Background: an optimization exercise with open tools, aiming at small area. Do not read the settings as production practice. The RTL was checked by simulation tests, not by an equivalence proof against the original design. Power is estimated from default activity; no workload was simulated.

==> trial 71 <==
==> flow/design.v <==
module nexa433_classifier (
    input  wire       clk_i,
    input  wire       rst_i,
    input  wire       tick_i,
    input  wire       sample_i,
    output reg  [2:0] ev             
);
    localparam [2:0] EV_NONE = 3'd0, EV_INVALID = 3'd1, EV_HIGH_SHORT = 3'd2,
                     EV_LOW_SHORT = 3'd3, EV_LOW_LONG = 3'd4, EV_SYNC = 3'd5,
                     EV_PAUSE = 3'd6;
    reg [6:0] run_len;
    reg       run_lvl;
    reg       last_hs;
    reg [6:0] run_len_nxt;
    always @* begin
        ev = EV_NONE;
        if (sample_i != run_lvl) begin
            run_len_nxt = 7'd1;
            if (sample_i) begin
                if (run_len >= 7'd5 && run_len <= 7'd7)
                    ev = EV_LOW_SHORT;
                else if (run_len >= 7'd22 && run_len <= 7'd26)
                    ev = EV_LOW_LONG;
                else if (run_len >= 7'd48 && run_len <= 7'd52)
                    ev = EV_SYNC;
            end
        end else if (sample_i) begin
            run_len_nxt = (run_len[2:0] == 3'd6) ? 7'd6 : run_len + 7'd1;
            if (run_len[2:0] >= 3'd5)
                ev = EV_INVALID;
            else if (run_len[2:0] >= 3'd2 && !last_hs)
                ev = EV_HIGH_SHORT;
        end else begin
            if (run_len == 7'd70) begin
                run_len_nxt = run_len;
                ev = EV_INVALID;
            end else begin
                run_len_nxt = run_len + 7'd1;
                if (run_len == 7'd59)
                    ev = EV_PAUSE;
            end
        end
    end
    always @(posedge clk_i) begin
        if (rst_i) begin
            run_len <= 7'd0;
            run_lvl <= 1'b0;
            last_hs <= 1'b0;
        end else if (tick_i) begin
            run_len <= run_len_nxt;
            run_lvl <= sample_i;
            if (ev != EV_NONE)
                last_hs <= (ev == EV_HIGH_SHORT);
        end
    end
endmodule
module nexa433_assembler (
    input  wire        clk_i,
    input  wire        rst_i,
    input  wire        tick_i,
    input  wire [2:0]  ev,
    output reg         raw_valid,    
    output wire [31:0] raw,          
    output reg  [1:0]  cause         
);
    localparam [2:0] EV_NONE = 3'd0, EV_INVALID = 3'd1, EV_HIGH_SHORT = 3'd2,
                     EV_LOW_SHORT = 3'd3, EV_LOW_LONG = 3'd4, EV_SYNC = 3'd5,
                     EV_PAUSE = 3'd6;
    reg        mode;         
    reg [1:0]  win_cnt;
    reg        win_ok;       
    reg        win_bit;      
    reg [32:0] acc;          
    reg        mode_nxt;
    reg [1:0]  win_cnt_nxt;
    reg        win_ok_nxt;
    reg        win_bit_nxt;
    reg        clear;
    reg        shift;
    reg        q_ok;
    assign raw = acc[31:0];
    always @* begin
        mode_nxt    = mode;
        win_cnt_nxt = win_cnt;
        win_ok_nxt  = win_ok;
        win_bit_nxt = win_bit;
        clear       = 1'b0;
        shift       = 1'b0;
        raw_valid   = 1'b0;
        cause       = 2'd0;
        q_ok        = win_ok && (win_bit ? (ev == EV_LOW_SHORT) : (ev == EV_LOW_LONG));
        if (!mode) begin
            if (ev == EV_SYNC) begin
                mode_nxt = 1'b1;
                clear    = 1'b1;
            end
        end else begin
            case (ev)
                EV_INVALID: begin
                    mode_nxt = 1'b0;
                    clear    = 1'b1;
                    cause    = 2'd1;
                end
                EV_SYNC: clear = 1'b1;
                EV_HIGH_SHORT, EV_LOW_SHORT, EV_LOW_LONG: begin
                    win_cnt_nxt = win_cnt + 2'd1;
                    case (win_cnt)
                        2'd0: win_ok_nxt = (ev == EV_HIGH_SHORT);
                        2'd1: begin
                            win_ok_nxt  = win_ok && (ev != EV_HIGH_SHORT);
                            win_bit_nxt = (ev == EV_LOW_LONG);
                        end
                        2'd2: win_ok_nxt = win_ok && (ev == EV_HIGH_SHORT);
                        default: begin
                            if (!q_ok) begin
                                mode_nxt = 1'b0;
                                clear    = 1'b1;
                                cause    = 2'd2;
                            end else if (acc[32]) begin
                                mode_nxt = 1'b0;
                                clear    = 1'b1;
                                cause    = 2'd3;
                            end else begin
                                shift    = 1'b1;
                            end
                        end
                    endcase
                end
                EV_PAUSE: begin
                    if (acc[32]) begin
                        raw_valid = 1'b1;
                        mode_nxt  = 1'b0;
                        clear     = 1'b1;
                    end
                end
                default: ;
            endcase
        end
        if (clear)
            win_cnt_nxt = 2'd0;
    end
    always @(posedge clk_i) begin
        if (rst_i) begin
            mode    <= 1'b0;
            win_cnt <= 2'd0;
            win_ok  <= 1'b0;
            win_bit <= 1'b0;
        end else if (tick_i) begin
            mode    <= mode_nxt;
            win_cnt <= win_cnt_nxt;
            win_ok  <= win_ok_nxt;
            win_bit <= win_bit_nxt;
        end
    end
    always @(posedge clk_i) begin
        if (rst_i || (tick_i && clear))
            acc <= 33'd1;
        else if (tick_i && shift)
            acc <= {acc[31:0], win_bit};
    end
endmodule
module nexa433_filter (
    input  wire        clk_i,
    input  wire        rst_i,
    input  wire        tick_i,
    input  wire        raw_valid,
    input  wire [31:0] raw,
    input  wire [31:0] last_raw,     
    output wire        accept,       
    output wire        dup           
);
    localparam [12:0] CD_LOAD = 13'd8002;
    reg  [12:0] cd;
    wire        active = ~&cd;
    assign dup    = raw_valid && active && (raw == last_raw);
    assign accept = raw_valid && !dup;
    always @(posedge clk_i) begin
        if (rst_i)
            cd <= 13'h1fff;
        else if (tick_i) begin
            if (accept)
                cd <= CD_LOAD;
            else if (active)
                cd <= cd - 13'd1;
        end
    end
endmodule
module nexa433_decoder (
    input  wire        clk_i,
    input  wire        rst_i,
    input  wire        tick_i,
    input  wire        sample_i,
    output reg         ev_valid_o,
    output reg  [2:0]  ev_code_o,
    output reg         pkt_valid_o,
    output reg  [31:0] pkt_raw_o,
    output wire [25:0] device_id_o,
    output wire        group_o,
    output wire        on_off_o,
    output wire [1:0]  channel_o,
    output wire [1:0]  unit_o,
    output reg         dup_o,
    output reg  [1:0]  inv_o
);
    wire [2:0]  ev;
    wire        raw_valid;
    wire [31:0] raw;
    wire [1:0]  cause;
    wire        accept;
    wire        dup;
    nexa433_classifier u_classifier (
        .clk_i(clk_i), .rst_i(rst_i), .tick_i(tick_i), .sample_i(sample_i),
        .ev(ev)
    );
    nexa433_assembler u_assembler (
        .clk_i(clk_i), .rst_i(rst_i), .tick_i(tick_i), .ev(ev),
        .raw_valid(raw_valid), .raw(raw), .cause(cause)
    );
    nexa433_filter u_filter (
        .clk_i(clk_i), .rst_i(rst_i), .tick_i(tick_i),
        .raw_valid(raw_valid), .raw(raw), .last_raw(pkt_raw_o),
        .accept(accept), .dup(dup)
    );
    always @(posedge clk_i) begin
        if (rst_i) begin
            ev_valid_o  <= 1'b0;
            ev_code_o   <= 3'd0;
            pkt_valid_o <= 1'b0;
            dup_o       <= 1'b0;
            inv_o       <= 2'd0;
        end else if (tick_i) begin
            ev_valid_o  <= 1'b1;
            ev_code_o   <= ev;
            pkt_valid_o <= accept;
            dup_o       <= dup;
            inv_o       <= cause;
        end else begin
            ev_valid_o  <= 1'b0;
            pkt_valid_o <= 1'b0;
            dup_o       <= 1'b0;
            inv_o       <= 2'd0;
        end
    end
    always @(posedge clk_i) begin
        if (rst_i)
            pkt_raw_o <= 32'd0;
        else if (tick_i && raw_valid)
            pkt_raw_o <= raw;
    end
    assign device_id_o = pkt_raw_o[31:6];
    assign group_o     = pkt_raw_o[5];
    assign on_off_o    = pkt_raw_o[4];
    assign channel_o   = pkt_raw_o[3:2];
    assign unit_o      = pkt_raw_o[1:0];
endmodule
==> flow/flow/run.sh <==
#!/bin/bash
# Standard ORFS layout with three changes:
#  - synthesis leaves adders to ABC and maps logic with an area-oriented ABC script
#    (flow/area.abc); the rest of the synthesis is the standard flow's own standard script, so
#    registers and names are unchanged;
#  - port buffers use the smallest buffer cell;
#  - the clock tree is built without dummy loads.
set -euo pipefail
WORK=$(pwd)
ABC_SCRIPT="$WORK/flow/area.abc"
{
  echo 'set ::env(ADDER_MAP_FILE) ""'
  echo "proc abc {args} { set i [lsearch \$args -script]; if {\$i >= 0} { lset args [expr {\$i + 1}] {$ABC_SCRIPT} }; yosys abc {*}\$args }"
  cat "$WORK/synth_recipe.tcl"
} > "$WORK/area_synth.tcl"
bash standard.sh \
  "SYNTH_SCRIPT=$WORK/area_synth.tcl" \
  "BUFFER_PORTS_ARGS=-buffer_cell sky130_fd_sc_hd__buf_1" \
  "CTS_ARGS=-sink_clustering_enable -repair_clock_nets -dont_use_dummy_load -buf_list {sky130_fd_sc_hd__clkbuf_8}" \
  finish > standard_flow.log 2>&1
==> flow/flow/area.abc <==
strash
ifraig
scorr
dc2
strash
&get -n
&deepsyn -T 20
&put
amap
topo
==> flow/standard.sh <==
#!/bin/bash
# synth_recipe.tcl (not shown) runs the flow's synth.tcl, then flattens the netlist and writes it again
# the make line also repeats each setting of config.mk as NAME=value (left out here)
make -C /OpenROAD-flow-scripts/flow DESIGN_CONFIG=/design/flow/config.mk WORK_HOME=/design/flow/orfs CLKGATE_MAP_FILE= SYNTH_SCRIPT=/design/flow/synth_recipe.tcl "${@:-finish}"
==> flow/config.mk <==
export PLATFORM = sky130hd
export DESIGN_NAME = nexa433_decoder
export DESIGN_NICKNAME = nexa433_decoder
export VERILOG_FILES = /design/flow/design.v
export SDC_FILE = /design/flow/constraint.sdc
export NUM_CORES = 4
export LEC_CHECK = 0
export CAP_MARGIN = 20
export CORE_MARGIN = 2
export CORE_UTILIZATION = 70
export PLACE_DENSITY = 0.75
export SLEW_MARGIN = 20
==> flow/constraint.sdc <==
create_clock -name core_clock -period 10.0 [get_ports {clk_i}]
set_input_delay 2.0000 -clock core_clock [delete_from_list [all_inputs] [get_ports {clk_i}]]
set_output_delay 2.0000 -clock core_clock [all_outputs]
set_load 0.01 [all_outputs]
==> build 72: changes against trial 71 <==
==> flow/flow/run.sh (replaced) <==
#!/bin/bash
# Standard ORFS layout, with port buffers of the smallest buffer cell and a clock
# tree built without dummy loads and with larger sink clusters.
set -euo pipefail
bash standard.sh \
  "BUFFER_PORTS_ARGS=-buffer_cell sky130_fd_sc_hd__buf_1" \
  "CTS_ARGS=-sink_clustering_enable -repair_clock_nets -dont_use_dummy_load -sink_clustering_size 30 -sink_clustering_max_diameter 100 -buf_list {sky130_fd_sc_hd__clkbuf_4 sky130_fd_sc_hd__clkbuf_8}" \
  finish > standard_flow.log 2>&1
CORE_UTILIZATION = 40   (was 70)
PLACE_DENSITY = unset   (was 0.75)
removed: flow/flow/area.abc
==> build 77: changes against trial 71 <==
--- a/flow/flow/run.sh
+++ b/flow/flow/run.sh
@@ -2,5 +2,4 @@
 # Standard ORFS layout with three changes:
-#  - synthesis leaves adders to ABC and maps logic with an area-oriented ABC script
-#    (flow/area.abc); the rest of the synthesis is the standard flow's own standard script, so
-#    registers and names are unchanged;
+#  - synthesis maps logic with an area-oriented ABC script (flow/area.abc); the rest of
+#    the synthesis is the standard flow's own standard script, so registers and names are unchanged;
 #  - port buffers use the smallest buffer cell;
@@ -11,3 +10,2 @@
 {
-  echo 'set ::env(ADDER_MAP_FILE) ""'
   echo "proc abc {args} { set i [lsearch \$args -script]; if {\$i >= 0} { lset args [expr {\$i + 1}] {$ABC_SCRIPT} }; yosys abc {*}\$args }"
CORE_UTILIZATION = 55   (was 70)
PLACE_DENSITY = unset   (was 0.75)
==> results.txt <==
Number of cell instances on the worst register-to-register path: build 72 7; trial 71 12; build 77 13
Time the worst path needs with I/O delays and setup: build 72 4060 ps; trial 71 4790 ps; build 77 4260 ps
Startpoint of the worst-slack reg-to-reg timing path: build 72 u_classifier.run_len[1]; trial 71 u_classifier.run_len[0]; build 77 u_classifier.run_len[1]
Clock-pin slew of the registers on the worst-case setup and hold paths: build 72 100 ps; trial 71 80 ps; build 77 90 ps
Slew at the pin closest to its max-slew limit: build 72 966 ps; trial 71 861 ps; build 77 735 ps
GR Util met3: build 72 2.49%; trial 71 8.07%; build 77 2.74%
Crit-path slowest cell: build 72 sky130_fd_sc_hd__a2111o_2; trial 71 sky130_fd_sc_hd__clkinv_1; build 77 sky130_fd_sc_hd__or3_1
Sequential element share of the synthesized area: build 72 40.9%; trial 71 50.6%; build 77 47.9%
Max IR drop VDD: build 72 0.0622 mV; trial 71 0.0948 mV; build 77 0.0734 mV
DP HPWL: build 72 7860 um; trial 71 6390 um; build 77 6640 um
Number of well-tap cells placed: build 72 147; trial 71 72; build 77 99
Cell with the most instances after synthesis: build 72 sky130_fd_sc_hd__dfxtp_1; trial 71 sky130_fd_sc_hd__dfxtp_1; build 77 sky130_fd_sc_hd__clkinv_1
Origin of the worst setup path: build 72 sample_i; trial 71 sample_i; build 77 tick_i
Routed length on met2: build 72 5160 um; trial 71 4430 um; build 77 3940 um
Finished layout cell area: build 72 5140 um^2; trial 71 4230 um^2; build 77 4490 um^2
Height of the die: build 72 115 um; trial 71 79.2 um; build 77 91.2 um
Via count of the first global-routing pass: build 72 3735; trial 71 3031; build 77 3190
Iter 0 DRT Violations: build 72 272; trial 71 191; build 77 192
Multi-input logic portion of the cell area: build 72 47.7%; trial 71 32.4%; build 77 34.3%
Post-synthesis share of cell area spent on and, or, nand and nor gates: build 72 19.0%; trial 71 12.0%; build 77 11.3%
Post-Synthesis Cell Area: build 72 4890 um^2; trial 71 3960 um^2; build 77 4180 um^2
Multi-input gate area: build 72 2450 um^2; trial 71 1370 um^2; build 77 1540 um^2
Status: build 72 timing/DRC/antenna clean; trial 71 timing/DRC/antenna clean; build 77 timing/DRC/antenna clean

==> static timing again, ports no longer ideal <==
No port has a modelled driver above. Below, the same layouts with a new extraction and two added sets of constraints.
Step 1 assumes that a clkbuf_16 drives the clock port and a buf_2 every other input.
Step 2 adds t to the input delays and takes it off the output delays; t is the mean of the earliest and latest rising clock arrival at the registers after step 1. Input paths then give back, and output paths get back, about the clock's delay inside the block.
Slacks: ideal / step 1 / step 2; pairs: ideal / step 1.
run | t (ns) | slack for setup (ns) | worst hold slack (ns)
trial 71 | 0.389 | 5.214 / 5.224 / 4.835 | 0.471 / 0.471 / 0.471
build 72 | 0.397 | 5.944 / 5.956 / 5.559 | 0.487 / 0.487 / 0.487
build 77 | 0.376 | 5.744 / 5.752 / 5.376 | 0.462 / 0.462 / 0.462
After both steps setup and hold are still met in every run listed. The setup slack of build 72, which loses most, moves by +0.012 ns with the drivers and by -0.385 ns with both steps.
